Source: an optimization exercise on an open RTL-to-GDS flow (aim: small area). Production flows keep margins and buffers that such runs may drop. In this exercise RTL edits were held to simulation tests only and were not proved equivalent to the original. The clock port is modelled as an ideal driver; clocking choices that lean on that would not hold on a real chip. Power is estimated from default activity; no workload was simulated.

==> flow/design.v (excerpt) <==
module pfrb (
    input  wire        clk,
    input  wire        rst,
    input  wire        in_valid,
    input  wire [7:0]  in_data,
    output wire        in_ready,
    input  wire        rx_fault,
    input  wire        cmd_valid,
    input  wire [8:0]  cmd,
    output reg         resp_valid,
    output reg  [46:0] resp
);
Settings: LEC_CHECK=0, CAP_MARGIN=20, CORE_MARGIN=2, CORE_UTILIZATION=55, CTS_BUF_LIST=sky130_fd_sc_hd__clkbuf_8, CTS_CLUSTER_DIAMETER=50, CTS_CLUSTER_SIZE=16, PLACE_DENSITY=0.65, SLEW_MARGIN=20; clock period 10.0 ns.
standard.sh (not shown) runs the stock make flow with config.mk's settings and CLKGATE_MAP_FILE= SYNTH_SCRIPT=/design/flow/synth_recipe.tcl, a recipe that flattens the netlist after the stock synthesis.
==> flow/flow/run.sh <==
#!/bin/bash
# Own flow: the standard layout (standard.sh, all steps to finish) with
# these changes:
#  - synthesis: the combinational logic is mapped by ABC with an
#    area-oriented script (flow/area.abc) instead of ORFS's
#    abc_speed.script. Flip-flop mapping (dfflibmap) runs before ABC and is
#    unchanged, so the registers, their names and cell types are those of
#    the standard synthesis.
#  - CTS: the same clock_tree_synthesis call as ORFS makes from the
#    CTS_* settings, plus -dont_use_dummy_load.
#  - after global route (flow/clkfix.tcl): clock buffers whose flip-flop
#    clock pins would see a slew above 115 ps are upsized to clkbuf_16.
# Each step's full output is in orfs/logs/...; make's output in flow_make.log.
set -euo pipefail
here=$(pwd)
export MY_ABC_SCRIPT="$here/flow/area.abc"
{
  echo 'proc abc {args} {'
  echo '  set i [lsearch -exact $args -script]'
  echo '  if { $i >= 0 } { lset args [expr {$i + 1}] $::env(MY_ABC_SCRIPT) }'
  echo '  yosys abc {*}$args'
  echo '}'
  cat synth_recipe.tcl
} > my_synth.tcl
sed "s#SYNTH_SCRIPT=[^ ]*synth_recipe.tcl#SYNTH_SCRIPT=$here/my_synth.tcl#" standard.sh > my_standard.sh
grep -q "SYNTH_SCRIPT=$here/my_synth.tcl" my_standard.sh
CTS_SIZE=$(sed -n 's/^export CTS_CLUSTER_SIZE = //p' config.mk)
CTS_DIAM=$(sed -n 's/^export CTS_CLUSTER_DIAMETER = //p' config.mk)
CTS_BUFS=$(sed -n 's/^export CTS_BUF_LIST = //p' config.mk)
bash my_standard.sh \
  "CTS_ARGS=-sink_clustering_enable -repair_clock_nets -sink_clustering_size $CTS_SIZE -sink_clustering_max_diameter $CTS_DIAM -buf_list $CTS_BUFS -dont_use_dummy_load" \
  "POST_GLOBAL_ROUTE_TCL=$here/flow/clkfix.tcl" \
  finish > flow_make.log 2>&1
Other scripts of this flow, unchanged in this note and not shown: flow/flow/area.abc, flow/flow/clkfix.tcl
Then changed:
CORE_UTILIZATION = 65   (was 55)
CTS_CLUSTER_DIAMETER = 80   (was 50)
PLACE_DENSITY = 0.75   (was 0.65)
Result:
- wire length decreases by a few percent
- via count increases slightly
- die area decreases by about a fifth
- global-route usage rises by 5.3 points
- power shrinks slightly
Then changed:
CORE_UTILIZATION = 45   (was 65)
PLACE_DENSITY = 0.55   (was 0.75)
After rerunning: The new run completed with no timing, DRC or antenna violations. Core utilization goes down by 22 points. Synthesized area does not change. Routed wire length goes up by about 9%. Combinational power goes up by about 4%. Total power goes up by 1.2%. First-iteration DRC count goes down by about 11%.
Then changed:
CORE_UTILIZATION = 65   (was 45)
CTS_CLUSTER_DIAMETER = 50   (was 80)
PLACE_DENSITY = 0.75   (was 0.55)
What happened: The changed run went through all stages and came out clean. Clock-buffer cell count climbs by 6. Wire length drops by 7.8%. Global-route usage climbs by 12 points. Hold slack stays flat. Area after synthesis does not change. Clock skew hardly moves. Via count climbs by 3.4%. Non-clock buffer count drops by 14. Sequential power barely changes. Sequential share of layout area climbs by 0.76 points. Setup slack improves by 0.067 ns.

pfrb, a different RTL version from the one above (not shown whole).
Size: roughly 5,700 cells after synthesis, ~3,000 flip-flops, about 71 I/O pins, ~86,000 µm² of cells after synthesis.
==> flow/config.mk <==
export PLATFORM = sky130hd
export DESIGN_NAME = pfrb
export DESIGN_NICKNAME = pfrb
export VERILOG_FILES = /design/flow/design.v
export SDC_FILE = /design/flow/constraint.sdc
export NUM_CORES = 8
export LEC_CHECK = 0
export CAP_MARGIN = 20
export CORE_MARGIN = 2
export CORE_UTILIZATION = 72
export CTS_BUF_LIST = sky130_fd_sc_hd__clkbuf_8
export CTS_CLUSTER_DIAMETER = 80
export CTS_CLUSTER_SIZE = 16
export PLACE_DENSITY = 0.82
export SLEW_MARGIN = 20
==> flow/constraint.sdc <==
create_clock -name core_clock -period 10.0 [get_ports {clk}]
set_input_delay 2.0000 -clock core_clock [delete_from_list [all_inputs] [get_ports {clk}]]
set_output_delay 2.0000 -clock core_clock [all_outputs]
set_load 0.01 [all_outputs]
==> flow/flow/area.abc <==
strash
dc2
&get -n
&st
&dch -f
&nf -R 1000 -a -p
&put
==> flow/flow/clkfix.tcl <==
proc clkfix_worst_slews {} {
  set worst [dict create]
  foreach pin [get_pins -hierarchical */CLK] {
    set w 0
    foreach e {rise fall} {
      set s [get_property $pin slew_max_$e]
      if {$s > $w} { set w $s }
    }
    set net [get_nets -of_objects $pin]
    foreach d [get_pins -of_objects $net -filter "direction==output"] {
      set inst [get_full_name [get_cells -of_objects $d]]
      if {![dict exists $worst $inst] || [dict get $worst $inst] < $w} { dict set worst $inst $w }
    }
  }
  return $worst
}
set clkfix_limit [expr {[info exists ::env(CLKFIX_LIMIT)] ? $::env(CLKFIX_LIMIT) : 0.115}]
estimate_parasitics -global_routing
set clkfix_list {}
dict for {inst w} [clkfix_worst_slews] {
  set master [get_property [get_cells $inst] ref_name]
  if {$w > $clkfix_limit && [string match sky130_fd_sc_hd__clkbuf_* $master] && $master ne "sky130_fd_sc_hd__clkbuf_16"} {
    lappend clkfix_list $inst
    puts "clkfix: $inst ($master) worst sink slew [format %.1f [expr {$w * 1000}]] ps"
  }
}
if {[llength $clkfix_list]} {
  global_route -start_incremental
  foreach inst $clkfix_list { replace_cell $inst sky130_fd_sc_hd__clkbuf_16 }
  detailed_placement
  global_route -end_incremental
  estimate_parasitics -global_routing
  dict for {inst w} [clkfix_worst_slews] {
    if {$w > $clkfix_limit} { puts "clkfix: still $inst [format %.1f [expr {$w * 1000}]] ps" }
  }
  write_guides $::env(RESULTS_DIR)/route.guide
}
puts "clkfix: upsized [llength $clkfix_list] clock buffers"
Scripts as last shown in full above: flow/flow/run.sh
Rerun with:
CORE_UTILIZATION = 65   (was 72)
PLACE_DENSITY = 0.75   (was 0.82)
The changed run produced a clean layout.
Clock skew is lower by 0.0070 ns.
Synthesized area stays the same.
Cell area is about the same.
Power barely changes.

build 65:
Another version of the RTL of pfrb (not shown whole).
Size: ~4300 cells after synthesis, ~3000 flip-flops.
// pfrb
module pfrb (
    input  wire        clk,
    input  wire        rst,
    input  wire        in_valid,
    input  wire [7:0]  in_data,
    output wire        in_ready,
    input  wire        rx_fault,
    input  wire        cmd_valid,
    input  wire [8:0]  cmd,
    output reg         resp_valid,
    output reg  [46:0] resp
);
    localparam BW = 224;    
    localparam [1:0] PH_IDLE   = 2'b00;
    localparam [1:0] PH_HUNT   = 2'b10;
    localparam [1:0] PH_BODY   = 2'b11;
    localparam [1:0] PH_HALTED = 2'b01;
    reg [1:0]  phase;
    reg [4:0]  cnt;           
    reg [15:0] spd;           
    reg [15:0] prev_start;
    reg        ltf;           
    reg [207:0] sr;           
    reg [2:0]  wblk;          
    reg        rotc;
    reg [15:0] rpm_raw;
    reg        commit_q;      
    reg        rfull;         
    reg        rpm_ok;        
    reg [5:0]  snap_z;
    reg [BW*6-1:0] ring;
    reg [BW*6-1:0] snap;
    wire [2:0] op  = cmd[2:0];
    wire cmd_snap = cmd_valid && (op == 3'd1);
    wire [5:0] ring_z;
    genvar zb;
    generate
        for (zb = 0; zb < 6; zb = zb + 1) begin : g_rz
            assign ring_z[zb] = !rfull && (wblk <= zb);
        end
    endgenerate
    assign in_ready = phase[1];
    wire accept  = in_valid && in_ready && !rx_fault;
    wire in_body = phase[0];
    wire acc_body = accept && in_body;
    wire acc_hunt = accept && !in_body;
    wire commit  = acc_body && (cnt == 5'd31);
    reg [7:0] marker_byte;
    always @(*) begin
        case (cnt[1:0])
            2'd0:    marker_byte = 8'h55;
            2'd1:    marker_byte = 8'hAA;
            2'd2:    marker_byte = 8'h03;
            default: marker_byte = 8'h08;
        endcase
    end
    wire match  = (in_data == marker_byte);
  ...
==> flow/config.mk <==
export PLATFORM = sky130hd
export DESIGN_NAME = pfrb
export DESIGN_NICKNAME = pfrb
export VERILOG_FILES = /design/flow/design.v
export SDC_FILE = /design/flow/constraint.sdc
export NUM_CORES = 8
export LEC_CHECK = 0
export CAP_MARGIN = 20
export CORE_MARGIN = 2
export CORE_UTILIZATION = 70
export CTS_BUF_LIST = sky130_fd_sc_hd__clkbuf_8
export CTS_CLUSTER_DIAMETER = 40
export CTS_CLUSTER_SIZE = 14
export PLACE_DENSITY = 0.8
export SLEW_MARGIN = 20
==> flow/constraint.sdc <==
create_clock -name core_clock -period 10.0 [get_ports {clk}]
set_input_delay 2.0000 -clock core_clock [delete_from_list [all_inputs] [get_ports {clk}]]
set_output_delay 2.0000 -clock core_clock [all_outputs]
set_load 0.01 [all_outputs]
==> flow/flow/run.sh <==
#!/bin/bash
# Own flow: the standard layout, with one change in synthesis: the
# combinational logic is mapped by ABC with an area-oriented script
# (flow/area.abc) instead of ORFS's abc_speed.script. Flip-flop mapping
# (dfflibmap) runs before ABC and is unchanged, so the registers, their
# names and cell types are those of the standard synthesis.
set -euo pipefail
here=$(pwd)
export MY_ABC_SCRIPT="$here/flow/area.abc"
{
  echo 'proc abc {args} {'
  echo '  set i [lsearch -exact $args -script]'
  echo '  if { $i >= 0 } { lset args [expr {$i + 1}] $::env(MY_ABC_SCRIPT) }'
  echo '  yosys abc {*}$args'
  echo '}'
  cat synth_recipe.tcl
} > my_synth.tcl
sed "s#SYNTH_SCRIPT=[^ ]*synth_recipe.tcl#SYNTH_SCRIPT=$here/my_synth.tcl#" standard.sh > my_standard.sh
grep -q "SYNTH_SCRIPT=$here/my_synth.tcl" my_standard.sh
bash my_standard.sh > flow_make.log 2>&1
Scripts as last shown in full above: flow/flow/area.abc
Build 65 ran to completion and came out clean on the timing, design-rule and antenna checks.
Input changes introduced in build 92 (baseline for comparison: build 65):
==> flow/run.sh (new file) <==
#!/bin/bash
# synth_recipe.tcl (not shown) runs the flow's synth.tcl, then flattens the netlist and writes it again
# the make line also repeats each setting of config.mk as NAME=value (left out here)
make -C /OpenROAD-flow-scripts/flow DESIGN_CONFIG=/design/flow/config.mk WORK_HOME=/design/flow/orfs CLKGATE_MAP_FILE= SYNTH_SCRIPT=/design/flow/synth_recipe.tcl finish
diff --git a/flow/config.mk b/flow/config.mk
--- a/flow/config.mk
+++ b/flow/config.mk
@@ -10,6 +10,6 @@
 export CORE_UTILIZATION = 70
 export CTS_BUF_LIST = sky130_fd_sc_hd__clkbuf_8
-export CTS_CLUSTER_DIAMETER = 40
-export CTS_CLUSTER_SIZE = 14
+export CTS_CLUSTER_DIAMETER = 50
+export CTS_CLUSTER_SIZE = 20
 export PLACE_DENSITY = 0.8
 export SLEW_MARGIN = 20
removed: flow/flow/run.sh
removed: flow/flow/area.abc
removed: flow/standard.sh
Results
- The run showing the smaller worst path setup slack after routing is build 92.
- As of build 92, layout clock buffer count had fallen by more than a quarter compared to build 65.
- Of build 92 and build 65, the lower cell area belongs to build 92.
- Build 92 vs build 65 — count of inverters other than clock inverters in the layout climbed by more than 10%
- There was hardly any difference in cell count between build 92 and build 65.
- Against build 65 as the reference, build 92 delivers a lower global placer's final weighted congestion.
The inputs of build 1 differ from those of build 92 as listed below.
==> flow/flow/run.sh (new file) <==
#!/bin/bash
# Own flow: the standard layout, with one change in synthesis: the
# combinational logic is mapped by ABC with an area-oriented script
# (flow/area.abc) instead of ORFS's abc_speed.script. Flip-flop mapping
# (dfflibmap) runs before ABC and is unchanged, so the registers, their
# names and cell types are those of the standard synthesis.
set -euo pipefail
here=$(pwd)
export MY_ABC_SCRIPT="$here/flow/area.abc"
{
  echo 'proc abc {args} {'
  echo '  set i [lsearch -exact $args -script]'
  echo '  if { $i >= 0 } { lset args [expr {$i + 1}] $::env(MY_ABC_SCRIPT) }'
  echo '  yosys abc {*}$args'
  echo '}'
  cat synth_recipe.tcl
} > my_synth.tcl
sed "s#SYNTH_SCRIPT=[^ ]*synth_recipe.tcl#SYNTH_SCRIPT=$here/my_synth.tcl#" standard.sh > my_standard.sh
grep -q "SYNTH_SCRIPT=$here/my_synth.tcl" my_standard.sh
bash my_standard.sh > flow_make.log 2>&1
==> flow/flow/area.abc (new file) <==
strash
dc2
&get -n
&st
&dch -f
&nf -R 1000 -a -p
&put
==> flow/standard.sh (new file) <==
#!/bin/bash
# synth_recipe.tcl (not shown) runs the flow's synth.tcl, then flattens the netlist and writes it again
# the make line also repeats each setting of config.mk as NAME=value (left out here)
make -C /OpenROAD-flow-scripts/flow DESIGN_CONFIG=/design/flow/config.mk WORK_HOME=/design/flow/orfs CLKGATE_MAP_FILE= SYNTH_SCRIPT=/design/flow/synth_recipe.tcl "${@:-finish}"
diff --git a/flow/config.mk b/flow/config.mk
--- a/flow/config.mk
+++ b/flow/config.mk
@@ -10,6 +10,6 @@
 export CORE_UTILIZATION = 70
 export CTS_BUF_LIST = sky130_fd_sc_hd__clkbuf_8
-export CTS_CLUSTER_DIAMETER = 50
-export CTS_CLUSTER_SIZE = 20
+export CTS_CLUSTER_DIAMETER = 30
+export CTS_CLUSTER_SIZE = 16
 export PLACE_DENSITY = 0.8
 export SLEW_MARGIN = 20
removed: flow/run.sh
Findings:
Summary of build 1 over build 92: combinational power share decreased 1.9 points; post-synth net total decreased 294; clock-pin transition on the worst setup and hold timing paths decreased 0.03 ns. Relative to build 92, synthesized cell count has decreased by 294 in build 1. Fraction of the cycle the final worst path needs: lower on build 92. Going from build 92 to build 1, global-route met2 utilization picked up an extra 4.2 points, layout overhead on the synthesized area higher. Between build 92 and build 1, fraction of area in registers decreased. Die area down 1.8% in build 1 wrt build 92. Worst slack after detailed placement on build 1 is down relative to build 92. In build 1, the shortest period the worst path allows came out 0.16 ns above the value in build 92.
The following lists how build 14 was set up differently from build 1:
==> flow/run.sh (new file) <==
#!/bin/bash
# synth_recipe.tcl (not shown) runs the flow's synth.tcl, then flattens the netlist and writes it again
# the make line also repeats each setting of config.mk as NAME=value (left out here)
make -C /OpenROAD-flow-scripts/flow DESIGN_CONFIG=/design/flow/config.mk WORK_HOME=/design/flow/orfs CLKGATE_MAP_FILE= SYNTH_SCRIPT=/design/flow/synth_recipe.tcl finish
diff --git a/flow/config.mk b/flow/config.mk
--- a/flow/config.mk
+++ b/flow/config.mk
@@ -10,5 +10,5 @@
 export CORE_UTILIZATION = 70
 export CTS_BUF_LIST = sky130_fd_sc_hd__clkbuf_8
-export CTS_CLUSTER_DIAMETER = 30
+export CTS_CLUSTER_DIAMETER = 50
 export CTS_CLUSTER_SIZE = 16
 export PLACE_DENSITY = 0.8
removed: flow/flow/run.sh
removed: flow/flow/area.abc
removed: flow/standard.sh
==> run notes <==
Compared with build 1, in build 14 worst setup slack now sits higher, data-path buffer share of cell area in the final layout now sits at about the same level, synthesized cell count now sits higher, starting density of the core now sits at about the same level, power attributed to combinational cells now sits higher.
Relative to build 1, largest stage delay on the critical path has increased by 0.28 ns in build 14.
Between build 14 and build 1, the pre-CTS setup slack is higher for build 14.

==> static timing again, ports no longer ideal <==
No port has a modelled driver above. Below, the same layouts with a new extraction and two added sets of constraints. Step 1 (the two cells are an assumption about what drives the block):
set clk [get_ports {clk}]
set_driving_cell -lib_cell sky130_fd_sc_hd__clkbuf_16 $clk
set_driving_cell -lib_cell sky130_fd_sc_hd__buf_2 [delete_from_list [all_inputs] $clk]
Step 2 adds t to the input delays and takes it off the output delays; t is the mean of the earliest and latest rising clock arrival at the registers after step 1. Input paths then give back, and output paths get back, about the clock's delay inside the block. a / b / c = ideal ports / drivers / drivers and shift; a / b = the first two.
| run | t (ns) | setup slack, ns | hold slack, ns | latest minus earliest clock arrival (ns) |
|---|---|---|---|---|
| the first run of note 1 | 1.075 | 0.269 / 0.187 / 0.060 | 0.262 / 0.262 / 0.262 | 0.135 / 0.134 |
| the second run of note 1 | 1.062 | 0.618 / 0.536 / -0.244 | 0.274 / 0.274 / 0.274 | 0.120 / 0.120 |
| the third run of note 1 | 1.071 | 0.533 / 0.450 / 0.049 | 0.277 / 0.277 / 0.277 | 0.130 / 0.129 |
| the fourth run of note 1 | 1.049 | 0.600 / 0.510 / -0.191 | 0.277 / 0.277 / 0.277 | 0.124 / 0.124 |
| the first run of note 2 | 1.023 | 0.368 / 0.295 / 0.284 | 0.288 / 0.288 / 0.288 | 0.097 / 0.098 |
| the second run of note 2 | 1.031 | 0.666 / 0.580 / 0.261 | 0.282 / 0.282 / 0.282 | 0.068 / 0.068 |
| build 65 | 1.107 | 2.084 / 2.012 / 1.253 | 0.372 / 0.372 / 0.372 | 0.072 / 0.071 |
| build 92 | 1.054 | 2.041 / 1.962 / 1.291 | 0.376 / 0.376 / 0.376 | 0.063 / 0.063 |
| build 1 | 1.142 | 1.879 / 1.805 / 1.187 | 0.355 / 0.355 / 0.355 | 0.115 / 0.115 |
| build 14 | 1.050 | 2.075 / 1.997 / 1.338 | 0.369 / 0.369 / 0.369 | 0.049 / 0.049 |
Met with ideal ports but missed after step 2: setup timing in the second run of note 1 and the fourth run of note 1. The setup slack of the second run of note 1, which loses most, moves by -0.082 ns with the drivers and by -0.862 ns with both steps.
